This design comes from an exercise in tuning for small area on the open sky130 flow, not from production work. Function was checked by simulation only, so behaviour that the tests miss may differ from the original.

## run.sh

```bash
#!/bin/bash
# synth_recipe.tcl (not shown) runs the flow's synth.tcl, then flattens the netlist and writes it again
# the make line also repeats each setting of config.mk as NAME=value (left out here)
make -C /OpenROAD-flow-scripts/flow DESIGN_CONFIG=/design/flow/config.mk WORK_HOME=/design/flow/orfs CLKGATE_MAP_FILE= SYNTH_SCRIPT=/design/flow/synth_recipe.tcl finish
```

## config.mk

```make
export PLATFORM = sky130hd
export DESIGN_NAME = noc_router
export DESIGN_NICKNAME = noc_router
export VERILOG_FILES = /design/flow/design.v
export SDC_FILE = /design/flow/constraint.sdc
export NUM_CORES = 4
export LEC_CHECK = 0
export ABC_AREA = 1
export ABC_CLOCK_PERIOD_IN_PS = 11000
export CAP_MARGIN = 20
export CORE_MARGIN = 2
export CORE_UTILIZATION = 40
export SETUP_SLACK_MARGIN = 1.0
export SLEW_MARGIN = 20
```

## constraint.sdc

```tcl
create_clock -name core_clock -period 22.0 [get_ports {clk}]
set_input_delay 4.4000 -clock core_clock [delete_from_list [all_inputs] [get_ports {clk}]]
set_output_delay 4.4000 -clock core_clock [all_outputs]
set_load 0.01 [all_outputs]
```

## design.v

```verilog
module noc_router (
  input  wire          clk,
  input  wire          rst,             
  input  wire [1:0]    cfg_my_id,
  input  wire [19:0]   cfg_lut_l,       
  input  wire [19:0]   cfg_lut_r,       
  input  wire [4:0]    in_valid,
  input  wire [94:0]   in_flit,
  input  wire [9:0]    in_credit,
  input  wire [4:0]    out_ready,
  output wire [4:0]    out_valid,
  output wire [94:0]   out_flit,
  input  wire [9:0]    credit_ready,
  output wire [9:0]    out_credit,
  output reg           fault,
  output reg  [3:0]    fault_code,
  output reg  [3:0]    fault_info
);
  localparam N  = 5;
  localparam FW = 19;
  reg [1:0]  cid;
  reg [19:0] cl;
  reg [19:0] cr;                
  wire [3:0] idoh = 4'b0001 << cid;
  always @(posedge clk)
    if (rst) begin
      cid <= cfg_my_id;
      cl  <= cfg_lut_l;
      cr[ 0 +: 5] <= (cfg_my_id == 2'd0) ? 5'd0 : cfg_lut_r[ 0 +: 5];
      cr[ 5 +: 5] <= (cfg_my_id == 2'd1) ? 5'd0 : cfg_lut_r[ 5 +: 5];
      cr[10 +: 5] <= (cfg_my_id == 2'd2) ? 5'd0 : cfg_lut_r[10 +: 5];
      cr[15 +: 5] <= (cfg_my_id == 2'd3) ? 5'd0 : cfg_lut_r[15 +: 5];
    end
  wire [N-1:0]    ivalid;        
  wire [N-1:0]    vs;            
  wire [N-1:0]    hdr;           
  wire [N*18-1:0] fd;            
  wire [N*N-1:0]  dm;            
  wire [N*N-1:0]  lm;            
  wire [9:0]      f1_vec, f3_vec, f4_vec;
  wire [N-1:0]    f10_vec;
  wire [9:0]      ca_nz, igp;
  wire [N-1:0]    eqv_w;
  wire [N-1:0]    full;          
  wire fault_now;
  wire out_en = !fault && !fault_now;
  genvar gp;
  generate
    for (gp = 0; gp < N; gp = gp + 1) begin : g_in
      wire [18:0] fin  = in_flit[gp*FW +: FW];
      wire [17:0] fin18 = {fin[18:17], fin[15:0]};
      reg [17:0] m0 [0:3];
      reg [17:0] m1 [0:3];
      reg [1:0]  hd0, hd1;
      reg [2:0]  cn0, cn1;
      reg [2:0]  co0, co1;
      reg        ov0, ov1;      
      reg [4:0]  om0, om1;      
      reg        vptr;
      wire push0 = in_valid[gp] && !fin[16];
      wire push1 = in_valid[gp] &&  fin[16];
      wire e0 = (cn0 == 3'd0);
      wire e1 = (cn1 == 3'd0);
      wire ne0 = push0 || !e0;
      wire ne1 = push1 || !e1;
      wire v   = vptr ? ne1 : !ne0;
      wire iv  = ne0 || ne1;
      assign vs[gp]     = v;
      assign ivalid[gp] = iv;
      wire sfin = v ? e1 : e0;
      wire [3:0] s0 = {4{!v && !e0}} & (4'b0001 << hd0);
      wire [3:0] s1 = {4{ v && !e1}} & (4'b0001 << hd1);
      wire [17:0] fp = ({18{sfin }} & fin18)
                     | ({18{s0[0]}} & m0[0]) | ({18{s0[1]}} & m0[1])
                     | ({18{s0[2]}} & m0[2]) | ({18{s0[3]}} & m0[3])
                     | ({18{s1[0]}} & m1[0]) | ({18{s1[1]}} & m1[1])
                     | ({18{s1[2]}} & m1[2]) | ({18{s1[3]}} & m1[3]);
      assign fd[gp*18 +: 18] = fp;
      wire h = fp[17];
      assign hdr[gp] = h;
      wire [1:0] lidx = fp[1:0];
      wire [1:0] ridx = fp[3:2];
      wire [3:0] lvec = fp[3:0];
      wire [3:0] gvec = fp[7:4];
      wire       mc   = fp[8];
      wire       uloc = (ridx == cid);
      wire       own  = |(gvec & idoh);
      wire [3:0] rsel = mc ? gvec : (4'b0001 << ridx);
      wire [3:0] lsel = mc ? (lvec & {4{own}}) : ((4'b0001 << lidx) & {4{uloc}});
      wire [4:0] lmk = ({5{lsel[0]}} & cl[0 +: 5]) | ({5{lsel[1]}} & cl[5 +: 5])
                     | ({5{lsel[2]}} & cl[10 +: 5]) | ({5{lsel[3]}} & cl[15 +: 5]);
      wire [4:0] rmk = ({5{rsel[0]}} & cr[0 +: 5]) | ({5{rsel[1]}} & cr[5 +: 5])
                     | ({5{rsel[2]}} & cr[10 +: 5]) | ({5{rsel[3]}} & cr[15 +: 5]);
      wire [4:0] route = lmk | rmk;
      wire [4:0] held  = v ? om1 : om0;
      assign dm[gp*N +: N] = !iv ? 5'd0 : h ? route : held;
      assign lm[gp*N +: N] = lmk;
      assign f10_vec[gp]   = iv && !h && !(v ? ov1 : ov0);
      wire pop0 = full[gp] && !v;
      wire pop1 = full[gp] &&  v;
      assign f1_vec[gp*2 + 0] = push0 && cn0[2];
      assign f1_vec[gp*2 + 1] = push1 && cn1[2];
      wire [1:0] wp0 = hd0 + cn0[1:0];
      wire [1:0] wp1 = hd1 + cn1[1:0];
      wire oc0 = (co0 != 3'd0) || pop0;
      wire oc1 = (co1 != 3'd0) || pop1;
      assign out_credit[gp*2 + 0] = out_en && oc0;
      assign out_credit[gp*2 + 1] = out_en && oc1;
      assign f4_vec[gp*2 + 0] = pop0 && co0[2];
      assign f4_vec[gp*2 + 1] = pop1 && co1[2];
      always @(posedge clk) begin
        if (push0) m0[wp0] <= fin18;
        if (push1) m1[wp1] <= fin18;
      end
      always @(posedge clk)
        if (rst) begin
          hd0 <= 2'd0; hd1 <= 2'd0;
          cn0 <= 3'd0; cn1 <= 3'd0;
          co0 <= 3'd0; co1 <= 3'd0;
          ov0 <= 1'b0; ov1 <= 1'b0;
          vptr <= 1'b0;
        end else begin
          if (pop0) hd0 <= hd0 + 2'd1;
          if (pop1) hd1 <= hd1 + 2'd1;
          cn0 <= cn0 + {2'b00, push0} - {2'b00, pop0};
          cn1 <= cn1 + {2'b00, push1} - {2'b00, pop1};
          co0 <= co0 + {2'b00, pop0} - {2'b00, oc0 && credit_ready[gp*2 + 0]};
          co1 <= co1 + {2'b00, pop1} - {2'b00, oc1 && credit_ready[gp*2 + 1]};
          if (iv && h && !v) ov0 <= 1'b1;
          if (iv && h &&  v) ov1 <= 1'b1;
          if (iv) vptr <= !v;
        end
      always @(posedge clk) begin
        if (iv && h && !v) om0 <= route;
        if (iv && h &&  v) om1 <= route;
      end
    end
  endgenerate
  reg [2:0]   aptr [0:N-1];
  reg [N-1:0] ok;               
  reg [N-1:0] win  [0:N-1];     
  reg [2:0]   aptr_n [0:N-1];
  reg [N-1:0] cand, frc, claimed;
  reg [N-1:0] fsel;             
  reg [N-1:0] fullr;
  reg [N-1:0] col, msk, mreq;
  reg [2:0]   pc;
  integer i, k, j;
  always @* begin
    for (i = 0; i < N; i = i + 1) begin
      ok[i] = 1'b1;
      for (k = 0; k < N; k = k + 1)
        if (dm[i*N + k] && !(ca_nz[k*2 + vs[i]] && (igp[k*2 + vs[i]] || !hdr[i]) && !eqv_w[k]))
          ok[i] = 1'b0;
    end
    for (k = 0; k < N; k = k + 1) begin
      for (i = 0; i < N; i = i + 1) begin
        col[i] = ok[i] && dm[i*N + k];
        msk[i] = (i >= aptr[k]);
      end
      mreq = col & msk;
      if (mreq == 5'd0)
        mreq = col;
      win[k] = mreq & ~(mreq - 5'd1);
      aptr_n[k] = aptr[k];
      for (i = N - 1; i >= 0; i = i - 1)
        if (win[k][i])
          aptr_n[k] = (i == N - 1) ? 3'd0 : i + 1;
    end
    claimed = 5'd0;
    for (i = 0; i < N; i = i + 1) begin
      pc = 3'd0;
      for (k = 0; k < N; k = k + 1)
        pc = pc + {2'b00, dm[i*N + k]};
      cand[i] = (pc >= 3'd2) && (win[0][i] || win[1][i]);
      frc[i]  = cand[i] && ((dm[i*N +: N] & claimed) == 5'd0);
      if (frc[i])
        claimed = claimed | dm[i*N +: N];
    end
    fsel = claimed;
    for (i = 0; i < N; i = i + 1) begin
      fullr[i] = (dm[i*N +: N] != 5'd0);
      for (k = 0; k < N; k = k + 1)
        if (dm[i*N + k] && !(win[k][i] && !fsel[k]))
          fullr[i] = 1'b0;
      fullr[i] = fullr[i] || frc[i];
    end
  end
  assign full = fullr;
  integer a;
  always @(posedge clk)
    for (a = 0; a < N; a = a + 1)
      if (rst)
        aptr[a] <= 3'd0;
      else
        aptr[a] <= aptr_n[a];
  genvar gk;
  generate
    for (gk = 0; gk < N; gk = gk + 1) begin : g_out
      reg          eqv;
      reg [FW-1:0] eqf;
      reg [2:0]    ca0, ca1;
      reg          ig0, ig1;
      assign eqv_w[gk] = eqv;
      wire [N-1:0] gs;
      genvar gi;
      for (gi = 0; gi < N; gi = gi + 1) begin : g_s
        assign gs[gi] = full[gi] && dm[gi*N + gk];
      end
      wire any = |gs;
      wire loc = |(gs & {lm[4*N + gk], lm[3*N + gk], lm[2*N + gk], lm[1*N + gk], lm[0*N + gk]});
      wire [FW-1:0] g =
          ({FW{gs[0]}} & {fd[0*18 + 16 +: 2], vs[0], fd[0*18 +: 16]})
        | ({FW{gs[1]}} & {fd[1*18 + 16 +: 2], vs[1], fd[1*18 +: 16]})
        | ({FW{gs[2]}} & {fd[2*18 + 16 +: 2], vs[2], fd[2*18 +: 16]})
        | ({FW{gs[3]}} & {fd[3*18 + 16 +: 2], vs[3], fd[3*18 +: 16]})
        | ({FW{gs[4]}} & {fd[4*18 + 16 +: 2], vs[4], fd[4*18 +: 16]});
      wire rw = g[18] && g[8];
      wire [3:0] lcol = {cl[15 + gk], cl[10 + gk], cl[5 + gk], cl[gk]};
      wire [3:0] rcol = {cr[15 + gk], cr[10 + gk], cr[5 + gk], cr[gk]};
      wire [3:0] lv2 = loc ? (g[3:0] & lcol) : g[3:0];
      wire [3:0] gv2 = loc ? idoh : (g[7:4] & rcol);
      wire [FW-1:0] gr = rw ? {g[18:8], gv2, lv2} : g;
      wire [FW-1:0] o  = gr | ({FW{eqv}} & eqf);
      assign out_flit[gk*FW +: FW] = o;
      assign out_valid[gk] = out_en && (any || eqv);
      always @(posedge clk) begin
        eqf <= o;
        if (rst)
          eqv <= 1'b0;
        else
          eqv <= (any || eqv) && !out_ready[gk];
      end
      wire dec0 = any && !g[16];
      wire dec1 = any &&  g[16];
      assign f3_vec[gk*2 + 0] = in_credit[gk*2 + 0] && ca0[2];
      assign f3_vec[gk*2 + 1] = in_credit[gk*2 + 1] && ca1[2];
      assign ca_nz[gk*2 + 0]  = (ca0 != 3'd0) || in_credit[gk*2 + 0];
      assign ca_nz[gk*2 + 1]  = (ca1 != 3'd0) || in_credit[gk*2 + 1];
      assign igp[gk*2 + 0] = ig0;
      assign igp[gk*2 + 1] = ig1;
      always @(posedge clk)
        if (rst) begin
          ca0 <= 3'd4; ca1 <= 3'd4;
          ig0 <= 1'b1; ig1 <= 1'b1;
        end else begin
          ca0 <= ca0 + {2'b00, in_credit[gk*2 + 0]} - {2'b00, dec0};
          ca1 <= ca1 + {2'b00, in_credit[gk*2 + 1]} - {2'b00, dec1};
          if (dec0) ig0 <= g[17];
          if (dec1) ig1 <= g[17];
        end
    end
  endgenerate
  reg [3:0] fcode, finfo;
  integer   b;
  always @* begin
    fcode = 4'd0;
    finfo = 4'd0;
    for (b = 9; b >= 0; b = b - 1)
      if (f4_vec[b]) begin
        fcode = 4'd4; finfo = b;
      end
    for (b = N - 1; b >= 0; b = b - 1)
      if (f10_vec[b]) begin
        fcode = 4'd10; finfo = b*2 + vs[b];
      end
    for (b = 9; b >= 0; b = b - 1)
      if (f1_vec[b]) begin
        fcode = 4'd1; finfo = b;
      end
    for (b = 9; b >= 0; b = b - 1)
      if (f3_vec[b]) begin
        fcode = 4'd3; finfo = b;
      end
  end
  assign fault_now = |{f1_vec, f3_vec, f4_vec, f10_vec};
  always @(posedge clk) begin
    if (rst)
      fault <= 1'b0;
    else if (fault_now)
      fault <= 1'b1;
    if (!fault) begin
      fault_code <= fcode;
      fault_info <= finfo;
    end
  end
endmodule
```

==> results.txt <==
==> cells in the mapped netlist (11+ instances only) <==
cell type / n
nand2_1: 1542
edfxtp_1: 820
inv_1: 569
nor2_1: 454
dfxtp_1: 251
nand3_1: 226
nand4_1: 219
a21oi_1: 191
o21ai_0: 160
ha_1: 120
o22ai_1: 94
clkbuf_1: 72
a221oi_1: 67
nand2_2: 65
nor3_1: 64
o221ai_1: 52
o211ai_1: 50
nor2_2: 46
buf_2: 44
o2111ai_1: 38
fa_1: 35
xor2_1: 34
inv_2: 30
o21ai_1: 30
nor4_1: 25
nand2_4: 23
nand3_2: 20
or2_2: 18
buf_4: 17
nor2_4: 16
xnor2_1: 16
a22o_1: 15
buf_6: 14
o21a_1: 13
a21o_1: 12
a31oi_1: 11
a32o_1: 11
==> worst min-delay path by stage <==
stage | startpoint | end | slack (ns) | cells past startpoint
2_1_floorplan | g_in[0].ov0$_SDFFE_PP0P_ | g_in[0].ov0$_SDFFE_PP0P_ | 0.44 | 1
5_1_grt | g_out[1].eqf[2]$_DFF_P_ | g_out[1].eqf[2]$_DFF_P_ | 0.49 | 2
3_5_place_dp | g_out[2].eqf[17]$_DFF_P_ | g_out[2].eqf[17]$_DFF_P_ | 0.44 | 1
4_1_cts | g_out[2].eqf[17]$_DFF_P_ | g_out[2].eqf[17]$_DFF_P_ | 0.46 | 1
6_report | g_out[2].eqf[17]$_DFF_P_ | g_out[2].eqf[17]$_DFF_P_ | 0.46 | 1
3_3_place_gp | g_out[4].eqf[16]$_DFF_P_ | g_out[4].eqf[16]$_DFF_P_ | 0.44 | 2
==> stage by stage <==
step	setup WS (ns)	hold slack (ns)	instance area, um2	std cells
after floorplan	6.89	0.441	52600	5570
after global placement	1.88	0.438	57800	7550
after detailed placement	1.89	0.443	57800	7551
after CTS	1.85	0.458	61500	7764
after global routing	0.998	0.488	61500	7764
final	1.40	0.456	61500	7764
==> kinds of logic (layout without fill, tap and decap cells) <==
family / Yosys count / count (layout) / share of synthesized area, %
adders and majority gates: 155 / 155 / 4.18
DFF: 1071 / 1071 / 56.3
and+or+nand+nor: 2735 / 2735 / 22.9
AOI/OAI and AO/OA: 796 / 796 / 9.87
xor gates and xnor gates: 50 / 50 / 0.832
buffers and inverters: 763 / 1202 / 5.88
==> flip-flops by register name (all words and copies together), names as in the netlist, 20 cells and up <==
signal / flops
g_in.m0: 360
g_in.m1: 360
g_out.eqf: 95
g_in.om0: 25
g_in.om1: 25
cl: 20
cr: 20
==> metal layers <==
| layer | vias to the layer above | track usage (%) |
|---|---|---|
| li1 | 19900 | - |
| met1 | 21200 | 40.0 |
| met2 | 2191 | 43.9 |
| met3 | 418 | 6.25 |
| met4 | 0 | 12.2 |
| met5 | - | 0 |
==> final cells by class <==
type	instances	area [um2]	share of cell area [%]
clock buffer	154	3090	5.03
clock inverter	59	581	0.944
inverter	609	2290	3.73
multi-input combinational	3736	20100	32.7
sequential	1071	29600	48.2
tap	1755	2200	3.57
timing repair buffer	380	3570	5.80
==> cells in the final DEF (no fill, tap or decap), types with 16 or more instances in the layout <==
master           count
clkbuf_16          115
nand2_1           1540
o21ai_1             31
nand2_4             23
nor2_4              16
xor2_1              34
nand3_1            226
clkinv_1            22
nor3_2              41
nor3_1              24
o211ai_1            50
o22ai_1             94
o21ai_0            159
nand2_2             67
clkdlybuf4s50_1    286
edfxtp_1           820
nand4_1            219
a221oi_1            67
dfxtp_1            251
nand3_2             20
inv_1              569
a21oi_1            191
or2_2               18
nor2_1             454
clkbuf_1            32
xnor2_1             16
clkinv_2            24
nor2_2              46
o2111ai_1           38
nor4_1              24
fa_1                35
inv_2               31
buf_4               93
o221ai_1            52
ha_1               120
==> worst reg2reg max path: cells and delay by family, from the launching register on <==
kind                       cells  cell delay [ns]
DFF                            1             0.47
AOI/OAI and AO/OA              6             1.25
and+or+nand+nor               37             8.43
adders and majority gates      5             1.65
buffers and inverters          4             0.44
==> run_results.csv <==
group,metric,value,unit
outcome,outcome,"timing/DRC/antenna clean",
clocking,cts_resized,0,
critical_path,cpMaxStageDelayCell,"nand2_1",
critical_path,crit_path_max_fanout,18,
yosys,syn_avg_cell_area,9.45,um2
placement,io_buffers,287,
yosys,synthCells,5570,
route,drt_first_pass_iters,6,
global_route,grt_pass1_wl,287000,um
route,wl_met2,87400,um
placement,place.gp.congestion,1.04,
critical_path,max_stage_delay,0.92,ns
clocking,clk_pin_slew,0.06,ns
sta,period_share,93.6,%
critical_path,crit_type,"input pin to output pin",
floorplan,fp-row-count,133,
critical_path,reg2reg_depth,52,
sta,max_freq,48.5,MHz
yosys,synthesis.area,52600,um2
yosys,synthFlopType,"edfxtp_1",
clocking,cts_root_buf,"clkbuf_16",
layout,drive_gt1_share,9.12,%
floorplan,start_util,40.2,%
route,vias,43700,
route,vias_per_cell,5.63,
floorplan,ios,288,
route,dr_wl_met3,18900,um
clocking,cts_hold_buf,0,
critical_path,critical_path_arrival,16.20,ns
yosys,async_flop_share,0,%
clocking,tritoncts,"yes",
sta,fin_tns_setup,0,ns
route,first_iter_violations,5015,
layout,areaGrowthSynthToFinish,16.8,%
clocking,clk_latency,0.78,ns
yosys,yosysSeqAreaShare,56.3,%
layout,diodes,0,
sta,worst_pin_slew,1.21,ns
yosys,ys_types,64,
global_route,antenna_found_initial,3,
sta,final_hold_viol_count,0,
clocking,htreeDepth,3,
route,drc_errors,0,
critical_path,path_delay_family,"simple AND/OR/NAND/NOR gates",
yosys,synth_nets,5894,
yosys,yosys_warnings,4,
critical_path,critPathBufInv,5,
critical_path,timing.rr.end,"g_out[4].ca0[2]$_SDFF_PP1_",
route,wl_met1,84200,um
sta,rsz0062_at_grt,"true",
route,routed_wl,199000,um
critical_path,end_kind,"output pin",
yosys,synth_edf_count,820,
global_route,grt_overflow,0,
global_route,grt_max_degree,73,
critical_path,rrSetupSlack,9.78,ns
sta,final-max-slew-violation-count,0,
route,ant_nets,0,
global_route,grtUsageTotal,29.0,%
critical_path,startpoint,"in_flit[16]",
yosys,synth.top_cell.area_share,46.8,%
yosys,synth_top_cell_by_area,"edfxtp_1",
job,maxCapViolCount,0,
critical_path,critPathLaunchType,"input pin",
yosys,netlist_top_cells_area,"edfxtp_1 (47%), nand2_1 (11%), dfxtp_1 (9.5%)",
placement,hpwl,145000,um
clocking,clockBufferDepth,3,
sta,skew,0.0662,ns
critical_path,cp.required,17.60,ns
hold_path,hold_class,"flop to flop",
critical_path,endpoint,"out_flit[25]",
layout,fin_nets,6236,
critical_path,worst-path-stages,51,
sta,finalCriticalPeriod,20.60,ns
route,post_drt_wl_per_cell,25.7,um
floorplan,die_area,135000,um2
yosys,ys_ff_latch,1071,
critical_path,reg2reg_from,"g_in[0].cn1[1]$_SDFF_PP0_",
floorplan,die_x,367,um
route,highest_layer,"met4",
clocking,postCtsSetupBuffers,0,
sta,relSlewSlack,19.3,%
clocking,cts.sinks,1071,
floorplan,fp.coreArea,131000,um2
global_route,first_global_vias,41200,
layout,nFillCells,12300,
sta,setup_viol,0,
clocking,numCtsBuffers,114,
layout,final_util,47.0,%
critical_path,crit_top_cell,"nand2_1",
floorplan,chipHeight,367,um

==> what the ideal ports hide <==
In the flow no input, the clock included, has a driving cell. The finished layout below was timed again as built, in two steps.
Step 1 assumes that a clkbuf_16 drives the clock port and a buf_2 every other input.
Step 2 adds t to the input delays and takes it off the output delays; t is the mean of the earliest and latest rising clock arrival at the registers after step 1. Input paths then give back, and output paths get back, about the clock's delay inside the block.
Slacks: ideal ports / drivers / drivers and shift; pairs: ideal ports / drivers.
t (ns): 0.831
slack for setup (ns): 1.402 / 1.345 / 1.345
latest minus earliest clock arrival (ns): 0.066 / 0.067
cell pins on the clock port's net: 1
After both steps this run still meets setup and hold. The setup slack of this run moves by -0.057 ns with the drivers and by -0.057 ns with both steps.
